Context: an optimization exercise on an open-source flow, tuned for small area and a short achievable clock period. The choices shown serve that exercise and are no tape-out recipe. Where RTL was checked, it was by simulation tests only, not by an equivalence proof against the original. No activity file was given, so power comes from the tool's default toggle rates.

==> inputs of branch fjord <==
==> flow/design.v <==
module proto_rx (
    input  wire         clk,
    input  wire         rst,             
    input  wire         rx_valid,
    input  wire [7:0]   rx_byte,
    input  wire         sync_wait,       
    output reg          frame_valid,
    output reg  [1:0]   frame_status,    
    output wire [15:0]  frame_len,
    output wire [15:0]  frame_rid,
    output wire [15:0]  frame_sid,
    output wire [15:0]  frame_cmd,
    output wire [15:0]  frame_seq,
    output reg          ev_valid,
    output reg  [2:0]   ev_code,         
    output reg  [119:0] ev_data,
    output reg          diag_valid,
    output reg          diag_stale,
    output reg          diag_large,
    output wire [15:0]  diag_diff,
    output reg  [15:0]  expected_next,
    output reg  [31:0]  missing_count
);
    localparam [7:0]  START_BYTE = 8'hAA;
    localparam [7:0]  TOK_HI     = 8'hAB;
    localparam [7:0]  TOK_LO     = 8'hCD;
    localparam [2:0] S_LH = 3'd4,    
                     S_LL = 3'd5,    
                     S_BD = 3'd6;    
    reg  [2:0]   st;             
    reg  [15:0]  k;              
    reg          lst;            
    reg  [15:0]  len;
    reg  [15:0]  rid, sid, cmd, seq;
    reg  [15:0]  crc;            
    reg          t_ab, t_abcd, t_tail;   
    reg          tok45;          
    reg  [16:0]  dif;            
    integer i;
    wire        in_body   = (st == S_BD);
    wire        k_small   = (k[15:5] == 11'd0);
    wire [15:0] len_lo    = {len[15:8], rx_byte};
    wire        last_ll   = (st == S_LL) && (len_lo == 16'd0);
    wire        last_bd   = in_body && lst;
    wire        hdr       = rx_valid && in_body && k_small;
    wire        clr7      = (k[4:0] == 5'd7);
    wire [7:0]  wbus      = rx_byte & {8{~clr7}};    
    wire is_short   = (len < 16'd10);
    wire n_ge1      = (len >= 16'd11);
    wire n_ge6      = (len >= 16'd16);
    wire n_ge15     = (len >= 16'd25);
    wire c_ping     = (cmd == 16'h0001);
    wire c_snap     = (cmd == 16'h8002);
    wire c_ss       = (cmd == 16'h0003);
    wire c_ssack    = (cmd == 16'h8003);
    wire c_power    = (cmd == 16'h8100);
    wire c_play     = (cmd == 16'h8101);
    wire c_file     = (cmd == 16'h0200);
    wire c_config   = (cmd == 16'h0300);
    wire c_unknown  = !(c_ping | c_snap | c_ss | c_ssack | c_power | c_play | c_file | c_config);
    wire shortcut   = c_ss && n_ge6 && t_tail;
    wire stale      = dif[16] && dif[15] && !shortcut;
    wire [7:0]  crc_x    = crc[15:8] ^ rx_byte;
    wire [7:0]  crc_y    = crc_x ^ {4'd0, crc_x[7:4]};
    wire [15:0] crc_next = {crc[7:0], 8'd0} ^ {crc_y[3:0], 12'd0} ^ {3'd0, crc_y, 5'd0} ^ {8'd0, crc_y};
    wire crc_ok     = (crc[7:0] == 8'h00) && (crc_x == 8'h00);
    wire dispatch   = !stale && crc_ok;
    wire ev_any     = (c_snap && n_ge15) || ((c_power || c_play) && n_ge1) ||
                      (c_ssack && sync_wait) || c_unknown;
    wire dif_nz     = (dif[15:0] != 16'd0);
    wire fin        = last_bd && !is_short;
    wire clr_pre    = fin && !stale && ((c_ss && n_ge6 && tok45) || (c_ssack && sync_wait));
    wire kill       = rst || (rx_valid && crc_ok && clr_pre);
    wire upd_e      = rx_valid && fin && !stale;
    wire upd_mc     = upd_e && !shortcut;
    wire [15:0] e_new = shortcut ? 16'd0 : seq + 16'd1;
    wire e_snap     = (ev_code == 3'd4);
    wire e_power    = (ev_code == 3'd1);
    wire e_play     = (ev_code == 3'd2);
    assign frame_len  = len;
    assign frame_rid  = rid;
    assign frame_sid  = sid;
    assign frame_cmd  = cmd;
    assign frame_seq  = seq;
    assign diag_diff  = dif[15:0];
    always @(posedge clk) begin
        dif        <= {1'b0, seq} - {1'b0, expected_next};
        diag_stale <= dif[16] & dif[15];
        diag_large <= !(dif[16] & dif[15]) && (dif[15:2] != 14'd0);
        if (kill)
            expected_next <= 16'd0;
        else if (upd_e)
            expected_next <= e_new;
        if (kill)
            missing_count <= 32'd0;
        else if (upd_mc)
            missing_count <= missing_count + {16'd0, dif[15:0]};
        frame_status <= (st == S_LL || is_short) ? 2'd1 :
                        stale ? 2'd2 : crc_ok ? 2'd0 : 2'd3;
        ev_code    <= c_snap  ? 3'd4 :
                      c_power ? 3'd1 :
                      c_play  ? 3'd2 :
                      c_ssack ? 3'd5 : 3'd3;
        if (rx_valid) begin
            t_ab   <= (rx_byte == TOK_HI);
            t_abcd <= t_ab && (rx_byte == TOK_LO);
            t_tail <= t_abcd;
            case (st)
                S_LH: len[15:8] <= rx_byte;
                S_LL: len[7:0]  <= rx_byte;
                default: ;
            endcase
            if (st == S_LL) begin
                k   <= 16'd1;
                lst <= (len_lo == 16'd1);
                crc <= 16'd0;
            end else if (in_body) begin
                k   <= k + 16'd1;
                lst <= (k + 16'd1 == len);
                crc <= crc_next;
            end
        end
        if (hdr) begin
            case (k[4:0])
                5'd1: rid[15:8] <= rx_byte;
                5'd2: rid[7:0]  <= rx_byte;
                5'd3: sid[15:8] <= rx_byte;
                5'd4: sid[7:0]  <= rx_byte;
                5'd5: cmd[15:8] <= rx_byte;
                5'd6: cmd[7:0]  <= rx_byte;
                5'd7: seq[15:8] <= rx_byte;
                5'd8: seq[7:0]  <= rx_byte;
                5'd14: tok45    <= t_ab && (rx_byte == TOK_LO);
                default: ;
            endcase
            for (i = 0; i < 13; i = i + 1)
                if (clr7 || (e_snap && k[4:0] == i + 9))
                    ev_data[119 - 8*i -: 8] <= wbus;
            if (clr7 || (e_snap && k[4:0] == 5'd22))
                ev_data[15:8] <= clr7 ? (c_unknown ? cmd[15:8] : 8'd0) : rx_byte;
            if (clr7 || (e_snap && k[4:0] == 5'd23) || (e_play && k[4:0] == 5'd9))
                ev_data[7:1] <= clr7 ? (c_unknown ? cmd[7:1] : 7'd0) : rx_byte[7:1];
            if (clr7 || (e_snap && k[4:0] == 5'd23) || ((e_play || e_power) && k[4:0] == 5'd9))
                ev_data[0] <= clr7 ? (c_unknown & cmd[0]) :
                              e_power ? (rx_byte != 8'd0) : rx_byte[0];
        end
        if (rst) begin
            st            <= 3'd0;
            frame_valid   <= 1'b0;
            ev_valid      <= 1'b0;
            diag_valid    <= 1'b0;
        end else begin
            frame_valid <= 1'b0;
            ev_valid    <= 1'b0;
            diag_valid  <= 1'b0;
            if (rx_valid) begin
                if (!st[2]) begin
                    if (rx_byte == START_BYTE)
                        st <= st + 3'd1;         
                    else
                        st <= 3'd0;
                end else if (st == S_LH) begin
                    st <= S_LL;
                end else if (last_ll || last_bd) begin
                    st <= 3'd0;
                end else begin
                    st <= S_BD;
                end
                if (last_ll) begin
                    frame_valid  <= 1'b1;
                end else if (last_bd) begin
                    frame_valid <= 1'b1;
                    if (!is_short) begin
                        diag_valid   <= !shortcut && dif_nz;
                        ev_valid     <= dispatch && ev_any;
                    end
                end
            end
        end
    end
endmodule
==> flow/flow/run.sh <==
#!/bin/bash
# The standard layout, with the port buffers made from the smallest plain buffer
# and a clock tree of larger sink clusters without dummy balancing loads.
set -euo pipefail
export BUFFER_PORTS_ARGS="-buffer_cell sky130_fd_sc_hd__buf_1"
export CTS_ARGS="-sink_clustering_enable -repair_clock_nets -dont_use_dummy_load -sink_clustering_size 30 -sink_clustering_max_diameter 80 -buf_list {sky130_fd_sc_hd__clkbuf_16}"
bash standard.sh > standard.log 2>&1
==> flow/standard.sh <==
#!/bin/bash
# synth_recipe.tcl (not shown) runs the flow's synth.tcl, then flattens the netlist and writes it again
# the make line also repeats each setting of config.mk as NAME=value (left out here)
make -C /OpenROAD-flow-scripts/flow DESIGN_CONFIG=/design/flow/config.mk WORK_HOME=/design/flow/orfs CLKGATE_MAP_FILE= SYNTH_SCRIPT=/design/flow/synth_recipe.tcl "${@:-finish}"
==> flow/config.mk <==
export PLATFORM = sky130hd
export DESIGN_NAME = proto_rx
export DESIGN_NICKNAME = proto_rx
export VERILOG_FILES = /design/flow/design.v
export SDC_FILE = /design/flow/constraint.sdc
export NUM_CORES = 4
export LEC_CHECK = 0
export CAP_MARGIN = 0
export CORE_MARGIN = 2
export CORE_UTILIZATION = 70
export SETUP_SLACK_MARGIN = 5
export SLEW_MARGIN = 0
==> flow/constraint.sdc <==
create_clock -name core_clock -period 8.0 [get_ports {clk}]
set_input_delay 1.6000 -clock core_clock [delete_from_list [all_inputs] [get_ports {clk}]]
set_output_delay 1.6000 -clock core_clock [all_outputs]
set_load 0.01 [all_outputs]
==> branch willow (differences from branch fjord) <==
--- a/flow/design.v
+++ b/flow/design.v
@@ -43,7 +43,7 @@
     wire        last_ll   = (st == S_LL) && (len_lo == 16'd0);
     wire        last_bd   = in_body && lst;
     wire        hdr       = rx_valid && in_body && k_small;
-    wire        clr7      = (k[4:0] == 5'd7);
+    wire        clr7      = (k[4:0] == 5'd8);
     wire [7:0]  wbus      = rx_byte & {8{~clr7}};    
     wire is_short   = (len < 16'd10);
     wire n_ge1      = (len >= 16'd11);
@@ -58,25 +58,27 @@
     wire c_file     = (cmd == 16'h0200);
     wire c_config   = (cmd == 16'h0300);
     wire c_unknown  = !(c_ping | c_snap | c_ss | c_ssack | c_power | c_play | c_file | c_config);
-    wire shortcut   = c_ss && n_ge6 && t_tail;
+    reg f_ss, f_unk;
+    wire e_snap     = (ev_code == 3'd4);
+    wire e_power    = (ev_code == 3'd1);
+    wire e_play     = (ev_code == 3'd2);
+    wire e_ssack    = (ev_code == 3'd5);
+    wire shortcut   = f_ss && n_ge6 && t_tail;
     wire stale      = dif[16] && dif[15] && !shortcut;
     wire [7:0]  crc_x    = crc[15:8] ^ rx_byte;
     wire [7:0]  crc_y    = crc_x ^ {4'd0, crc_x[7:4]};
     wire [15:0] crc_next = {crc[7:0], 8'd0} ^ {crc_y[3:0], 12'd0} ^ {3'd0, crc_y, 5'd0} ^ {8'd0, crc_y};
     wire crc_ok     = (crc[7:0] == 8'h00) && (crc_x == 8'h00);
     wire dispatch   = !stale && crc_ok;
-    wire ev_any     = (c_snap && n_ge15) || ((c_power || c_play) && n_ge1) ||
-                      (c_ssack && sync_wait) || c_unknown;
+    wire ev_any     = (e_snap && n_ge15) || ((e_power || e_play) && n_ge1) ||
+                      (e_ssack && sync_wait) || f_unk;
     wire dif_nz     = (dif[15:0] != 16'd0);
     wire fin        = last_bd && !is_short;
-    wire clr_pre    = fin && !stale && ((c_ss && n_ge6 && tok45) || (c_ssack && sync_wait));
+    wire clr_pre    = fin && !stale && ((f_ss && n_ge6 && tok45) || (e_ssack && sync_wait));
     wire kill       = rst || (rx_valid && crc_ok && clr_pre);
     wire upd_e      = rx_valid && fin && !stale;
     wire upd_mc     = upd_e && !shortcut;
     wire [15:0] e_new = shortcut ? 16'd0 : seq + 16'd1;
-    wire e_snap     = (ev_code == 3'd4);
-    wire e_power    = (ev_code == 3'd1);
-    wire e_play     = (ev_code == 3'd2);
     assign frame_len  = len;
     assign frame_rid  = rid;
     assign frame_sid  = sid;
@@ -97,6 +99,8 @@
             missing_count <= missing_count + {16'd0, dif[15:0]};
         frame_status <= (st == S_LL || is_short) ? 2'd1 :
                         stale ? 2'd2 : crc_ok ? 2'd0 : 2'd3;
+        f_ss       <= c_ss;
+        f_unk      <= c_unknown;
         ev_code    <= c_snap  ? 3'd4 :
                       c_power ? 3'd1 :
                       c_play  ? 3'd2 :
@@ -137,11 +141,11 @@
                 if (clr7 || (e_snap && k[4:0] == i + 9))
                     ev_data[119 - 8*i -: 8] <= wbus;
             if (clr7 || (e_snap && k[4:0] == 5'd22))
-                ev_data[15:8] <= clr7 ? (c_unknown ? cmd[15:8] : 8'd0) : rx_byte;
+                ev_data[15:8] <= clr7 ? (f_unk ? cmd[15:8] : 8'd0) : rx_byte;
             if (clr7 || (e_snap && k[4:0] == 5'd23) || (e_play && k[4:0] == 5'd9))
-                ev_data[7:1] <= clr7 ? (c_unknown ? cmd[7:1] : 7'd0) : rx_byte[7:1];
+                ev_data[7:1] <= clr7 ? (f_unk ? cmd[7:1] : 7'd0) : rx_byte[7:1];
             if (clr7 || (e_snap && k[4:0] == 5'd23) || ((e_play || e_power) && k[4:0] == 5'd9))
-                ev_data[0] <= clr7 ? (c_unknown & cmd[0]) :
+                ev_data[0] <= clr7 ? (f_unk & cmd[0]) :
                               e_power ? (rx_byte != 8'd0) : rx_byte[0];
         end
         if (rst) begin
==> flow/flow/run.sh (replaced) <==
#!/bin/bash
# The standard layout, with the port buffers made from the smallest plain buffer
# and a clock tree of larger sink clusters without dummy balancing loads.
set -euo pipefail
export BUFFER_PORTS_ARGS="-buffer_cell sky130_fd_sc_hd__buf_1"
export CTS_ARGS="-sink_clustering_enable -repair_clock_nets -dont_use_dummy_load -sink_clustering_size 16 -sink_clustering_max_diameter 60 -buf_list {sky130_fd_sc_hd__clkbuf_8}"
bash standard.sh > standard.log 2>&1
--- a/flow/config.mk
+++ b/flow/config.mk
@@ -10,3 +10,4 @@
 export CORE_UTILIZATION = 70
 export SETUP_SLACK_MARGIN = 5
 export SLEW_MARGIN = 0
+export TNS_END_PERCENT = 70
==> branch umber (differences from branch fjord) <==
==> flow/flow/run.sh (replaced) <==
#!/bin/bash
# The standard layout, with the port buffers made from the smallest plain buffer
# and a clock tree of larger sink clusters without dummy balancing loads.
set -euo pipefail
export BUFFER_PORTS_ARGS="-buffer_cell sky130_fd_sc_hd__buf_1"
export CTS_ARGS="-sink_clustering_enable -repair_clock_nets -dont_use_dummy_load -sink_clustering_size 16 -sink_clustering_max_diameter 60 -buf_list {sky130_fd_sc_hd__clkbuf_8}"
bash standard.sh > standard.log 2>&1
--- a/flow/config.mk
+++ b/flow/config.mk
@@ -10,3 +10,4 @@
 export CORE_UTILIZATION = 70
 export SETUP_SLACK_MARGIN = 5
 export SLEW_MARGIN = 0
+export TNS_END_PERCENT = 5
==> impl_metrics.json <==
{
  "status": "finished clean",
  "clk_pin_slew_worst_paths_ps": 100,
  "critPathBufInv": 3,
  "p_int_w": 0.00204,
  "skew_ps": 60.0,
  "p_seq_w": 0.00175,
  "hold_slack_ps": 433
}
[end of results for branch umber]
==> impl_metrics.json <==
{
  "clk_pin_slew_worst_paths_ps": 120,
  "drc": 0,
  "inv_count": 43,
  "p_seq_w": 0.00175,
  "critPathBufInv": 4,
  "status": "finished clean",
  "p_int_w": 0.00213,
  "ys_warn_count": 1,
  "buf_share_pct": 9.66
}
[end of results for branch fjord]
==> impl_metrics.json <==
{
  "ys_warn_count": 1,
  "p_int_w": 0.00205,
  "p_seq_w": 0.00176,
  "ys_types": 59,
  "critPathBufInv": 2,
  "skew_ps": 75.0,
  "hold_slack_ps": 454,
  "clk_pin_slew_worst_paths_ps": 90,
  "status": "finished clean"
}
[end of results for branch willow]

========
==> inputs of v10 <==
Starts from the design.v that is shown in full above.
Settings: LEC_CHECK=0, ABC_CLOCK_PERIOD_IN_PS=3000, CAP_MARGIN=0, CORE_MARGIN=2, CORE_UTILIZATION=70, SETUP_SLACK_MARGIN=5, SLEW_MARGIN=0; clock period 8.0 ns.
standard.sh (not shown) runs the stock make flow with config.mk's settings and CLKGATE_MAP_FILE= SYNTH_SCRIPT=/design/flow/synth_recipe.tcl, a recipe that flattens the netlist after the stock synthesis.
==> flow/flow/run.sh <==
#!/bin/bash
# The standard layout, with the port buffers made from the smallest plain buffer
# and a clock tree of larger sink clusters without dummy balancing loads.
set -euo pipefail
export BUFFER_PORTS_ARGS="-buffer_cell sky130_fd_sc_hd__buf_1"
export CTS_ARGS="-sink_clustering_enable -repair_clock_nets -dont_use_dummy_load -sink_clustering_size 16 -sink_clustering_max_diameter 60 -buf_list {sky130_fd_sc_hd__clkbuf_8}"
bash standard.sh > standard.log 2>&1
==> v34 (differences from v10) <==
--- a/flow/design.v
+++ b/flow/design.v
@@ -29,2 +29,12 @@
                      S_BD = 3'd6;    
+    function [15:0] crc_step(input [15:0] c, input [7:0] b);
+        reg [15:0] x;
+        integer j;
+        begin
+            x = c ^ {b, 8'h00};
+            for (j = 0; j < 8; j = j + 1)
+                x = x[15] ? ((x << 1) ^ 16'h1021) : (x << 1);
+            crc_step = x;
+        end
+    endfunction
     reg  [2:0]   st;             
@@ -62,7 +72,5 @@
     wire stale      = dif[16] && dif[15] && !shortcut;
-    wire [7:0]  crc_x    = crc[15:8] ^ rx_byte;
-    wire [7:0]  crc_y    = crc_x ^ {4'd0, crc_x[7:4]};
-    wire [15:0] crc_next = {crc[7:0], 8'd0} ^ {crc_y[3:0], 12'd0} ^ {3'd0, crc_y, 5'd0} ^ {8'd0, crc_y};
-    wire crc_ok     = (crc[7:0] == 8'h00) && (crc_x == 8'h00);
+    wire crc_ok     = (crc[7:0] == 8'h00) && (crc[15:8] == rx_byte);
     wire dispatch   = !stale && crc_ok;
+    wire trk_clear  = dispatch && ((c_ss && n_ge6 && tok45) || (c_ssack && sync_wait));
     wire ev_any     = (c_snap && n_ge15) || ((c_power || c_play) && n_ge1) ||
@@ -70,11 +78,2 @@
     wire dif_nz     = (dif[15:0] != 16'd0);
-    wire fin        = last_bd && !is_short;
-    wire clr_pre    = fin && !stale && ((c_ss && n_ge6 && tok45) || (c_ssack && sync_wait));
-    wire kill       = rst || (rx_valid && crc_ok && clr_pre);
-    wire upd_e      = rx_valid && fin && !stale;
-    wire upd_mc     = upd_e && !shortcut;
-    wire [15:0] e_new = shortcut ? 16'd0 : seq + 16'd1;
-    wire e_snap     = (ev_code == 3'd4);
-    wire e_power    = (ev_code == 3'd1);
-    wire e_play     = (ev_code == 3'd2);
     assign frame_len  = len;
@@ -89,12 +88,2 @@
         diag_large <= !(dif[16] & dif[15]) && (dif[15:2] != 14'd0);
-        if (kill)
-            expected_next <= 16'd0;
-        else if (upd_e)
-            expected_next <= e_new;
-        if (kill)
-            missing_count <= 32'd0;
-        else if (upd_mc)
-            missing_count <= missing_count + {16'd0, dif[15:0]};
-        frame_status <= (st == S_LL || is_short) ? 2'd1 :
-                        stale ? 2'd2 : crc_ok ? 2'd0 : 2'd3;
         ev_code    <= c_snap  ? 3'd4 :
@@ -119,3 +108,3 @@
                 lst <= (k + 16'd1 == len);
-                crc <= crc_next;
+                crc <= crc_step(crc, rx_byte);
             end
@@ -136,11 +125,11 @@
             for (i = 0; i < 13; i = i + 1)
-                if (clr7 || (e_snap && k[4:0] == i + 9))
+                if (clr7 || (c_snap && k[4:0] == i + 9))
                     ev_data[119 - 8*i -: 8] <= wbus;
-            if (clr7 || (e_snap && k[4:0] == 5'd22))
+            if (clr7 || (c_snap && k[4:0] == 5'd22))
                 ev_data[15:8] <= clr7 ? (c_unknown ? cmd[15:8] : 8'd0) : rx_byte;
-            if (clr7 || (e_snap && k[4:0] == 5'd23) || (e_play && k[4:0] == 5'd9))
+            if (clr7 || (c_snap && k[4:0] == 5'd23) || (c_play && k[4:0] == 5'd9))
                 ev_data[7:1] <= clr7 ? (c_unknown ? cmd[7:1] : 7'd0) : rx_byte[7:1];
-            if (clr7 || (e_snap && k[4:0] == 5'd23) || ((e_play || e_power) && k[4:0] == 5'd9))
+            if (clr7 || (c_snap && k[4:0] == 5'd23) || ((c_play || c_power) && k[4:0] == 5'd9))
                 ev_data[0] <= clr7 ? (c_unknown & cmd[0]) :
-                              e_power ? (rx_byte != 8'd0) : rx_byte[0];
+                              c_power ? (rx_byte != 8'd0) : rx_byte[0];
         end
@@ -148,2 +137,4 @@
             st            <= 3'd0;
+            expected_next <= 16'd0;
+            missing_count <= 32'd0;
             frame_valid   <= 1'b0;
@@ -170,7 +161,19 @@
                     frame_valid  <= 1'b1;
+                    frame_status <= 2'd1;
                 end else if (last_bd) begin
                     frame_valid <= 1'b1;
-                    if (!is_short) begin
+                    if (is_short) begin
+                        frame_status <= 2'd1;
+                    end else begin
+                        frame_status <= stale ? 2'd2 : crc_ok ? 2'd0 : 2'd3;
                         diag_valid   <= !shortcut && dif_nz;
                         ev_valid     <= dispatch && ev_any;
+                        if (trk_clear || shortcut)
+                            expected_next <= 16'd0;
+                        else if (!stale)
+                            expected_next <= seq + 16'd1;
+                        if (trk_clear)
+                            missing_count <= 32'd0;
+                        else if (!stale && !shortcut)
+                            missing_count <= missing_count + {16'd0, dif[15:0]};
                     end
==> flow/run.sh (new file) <==
#!/bin/bash
# synth_recipe.tcl (not shown) runs the flow's synth.tcl, then flattens the netlist and writes it again
# the make line also repeats each setting of config.mk as NAME=value (left out here)
make -C /OpenROAD-flow-scripts/flow DESIGN_CONFIG=/design/flow/config.mk WORK_HOME=/design/flow/orfs CLKGATE_MAP_FILE= SYNTH_SCRIPT=/design/flow/synth_recipe.tcl finish
Settings changed: ABC_CLOCK_PERIOD_IN_PS 3000 to unset, CAP_MARGIN 0 to 20, CORE_UTILIZATION 70 to 40, SETUP_SLACK_MARGIN 5 to unset, SLEW_MARGIN 0 to 20.
removed: flow/flow/run.sh
removed: flow/standard.sh
==> v6 (differences from v10) <==
==> flow/flow/run.sh (replaced) <==
#!/bin/bash
# The standard layout, with the port buffers made from the smallest plain buffer,
# a clock tree of larger sink clusters without dummy balancing loads, and timing
# repair aimed 6 ns inside the clock period.
set -euo pipefail
export BUFFER_PORTS_ARGS="-buffer_cell sky130_fd_sc_hd__buf_1"
export CTS_ARGS="-sink_clustering_enable -repair_clock_nets -dont_use_dummy_load -sink_clustering_size 16 -sink_clustering_max_diameter 60 -buf_list {sky130_fd_sc_hd__clkbuf_8}"
export SETUP_SLACK_MARGIN=6
bash standard.sh > standard.log 2>&1
Settings changed: ABC_CLOCK_PERIOD_IN_PS 3000 to unset, CAP_MARGIN 0 to 20, CORE_UTILIZATION 70 to 60, SETUP_SLACK_MARGIN 5 to unset, SLEW_MARGIN 0 to 20.
==> notes.md <==
Floorplanning:
- The core region is 0.0335 mm^2.

Power:
- The worst-case vdd ir drop is approximately 0.13 mV.
- Power spread over the standard cell area amounts to 191 mW/mm^2.

Critical path:
- In this design, the stage delay of the slowest critical-path cell is 810 ps.
- The signal on the critical path passes through clkdlybuf4s50_1, xnor2_1, nand4_1, nor3_1, nand3_1, a211oi_4, buf_4, nor4b_2, a311o_1.
- In this run the worst path has a maximum fanout of 17.
- In this run the worst setup path begins at rx_byte[2].

Layout:
- The number of standard cells in the layout, taps in and fillers out is 1836.
- The fraction of final layout cells with drive strength greater than 1 is 6.56%.

Timing:
- The fraction of the cycle the final worst path needs is 61.2%.
- For the pin with the worst max-slew slack, the measured transition is 1040 ps.

Status:
- The run finished with no timing, DRC or antenna violations.

Global route:
- For met3 alone, demand over resource in global routing was between 3 and 4%.
- Entering global routing, the biggest net connects 48 pins.
- The routing usage on met1 is 28.5%.

Placed design:
- The routability congestion estimate from global placement is 0.894.

Drt:
- The final routed wire length divided by cell count is ~21 um.
Source of the figures above: v34

==> notes.md <==
Timing:
- For the pin with the worst max-slew slack, the measured transition is 1130 ps.
- The fraction of the cycle the final worst path needs is 37.0%.

Power:
- The part of the power in registers is 67.4%.
- VDD sags by at most between 0.15 and 0.2 mV.
- The leakage dissipation is roughly 5.4 nW.

Floorplanning:
- The area of the placeable core is 0.0193 mm^2.

Synth:
- Synthesis produced 1117 cells.
- The area share of fa/ha/maj cells after synthesis is around 4.2%.

Layout:
- Cells with a size suffix above 1 make up 8.92% of the layout.
- The fill cell instance count of the final layout is 1136.
- The finished layout holds 1678 standard cells, fillers aside.

Placed design:
- The routability congestion estimate from global placement is ~1.0.

Critical path:
- The worst setup path startpoint is cmd[0].
- The maximum fanout along the worst path is 7.
- For this run, the slowest stage of the critical path takes 530 ps.

Global route:
- For this run, global-route usage on met3 was measured as around 4.5%.
- Entering global routing, the biggest net connects 29 pins.
- Global routing used a little under half of the available met1 tracks.

Drt:
- The final routed wire length divided by cell count is between 20 and 25 um.
- The highest metal layer carrying signal wires in the routed design is met4.

Status:
- The run finished with no timing, DRC or antenna violations.
Source of the figures above: v10

==> notes.md <==
Layout:
- The finished layout holds 1924 standard cells, fillers aside.
- The fraction of final layout cells with drive strength greater than 1 is about 47%.
- Across the whole layout, storage elements account for 0.00881 mm^2.

Power:
- The worst-case vdd ir drop is 0.149 mV.
- In this run the power density over the cells is ~130 mW/mm^2.

Global route:
- For met3 alone, demand over resource in global routing was ~6%.
- For met1 alone, demand over resource in global routing was 45.3%.
- The maximum number of pins on one net before global-route repair is 29.

Status:
- The run finished with no timing, DRC or antenna violations.

Floorplanning:
- The area of the placeable core is 0.0226 mm^2.

Drt:
- The final routed wire length divided by cell count is 26.4 um.

Timing:
- Dividing the final minimum period by the clock period gives 39.9%.
- For the pin with the worst max-slew slack, the measured transition is 829 ps.

Critical path:
- In this run the worst path has a maximum fanout of 10.
- The signal on the critical path passes through buf_8, buf_8, xor2_4, nor4_2, nand4_1, a2111oi_4, or2_4, buf_12, buf_12, buf_16, nor2_1.
Source of the figures above: v6

Only the layout flow was run in v34; the RTL was not checked for function there.

==> re-timing with driven ports <==
The results above use ideal ports. As a check the final layouts listed here were re-extracted and re-timed, cells and wires unchanged.
Step 1, drivers: a clkbuf_16 drives clk and a buf_2 each remaining input, both assumed.
Step 2, shift: input delay + t, output delay - t, t = (earliest + latest rising clock arrival at the registers) / 2. This alone moves slack from input paths to output paths.
Slacks: no drivers / after step 1 / after step 2; pairs: no drivers / after step 1.
run	t, ns	setup WS [ns]	worst hold slack (ns)	worst data-port slew with drivers (ns)
branch fjord	0.526	4.956 / 4.984 / 4.459	0.446 / 0.446 / 0.446	0.07
branch willow	0.587	5.057 / 5.060 / 4.495	0.454 / 0.454 / 0.454	0.05
branch umber	0.583	4.908 / 4.930 / 4.347	0.433 / 0.433 / 0.433	0.06
v10	0.599	5.040 / 4.996 / 4.478	0.448 / 0.448 / 0.448	0.06
v34	0.560	3.107 / 3.134 / 2.574	0.427 / 0.427 / 0.427	0.07
v6	0.631	4.811 / 4.812 / 4.181	0.448 / 0.448 / 0.448	0.08
After both steps setup and hold are still met in every run listed. The setup slack of v6, which loses most, moves by +0.001 ns with the drivers and by -0.630 ns with both steps.
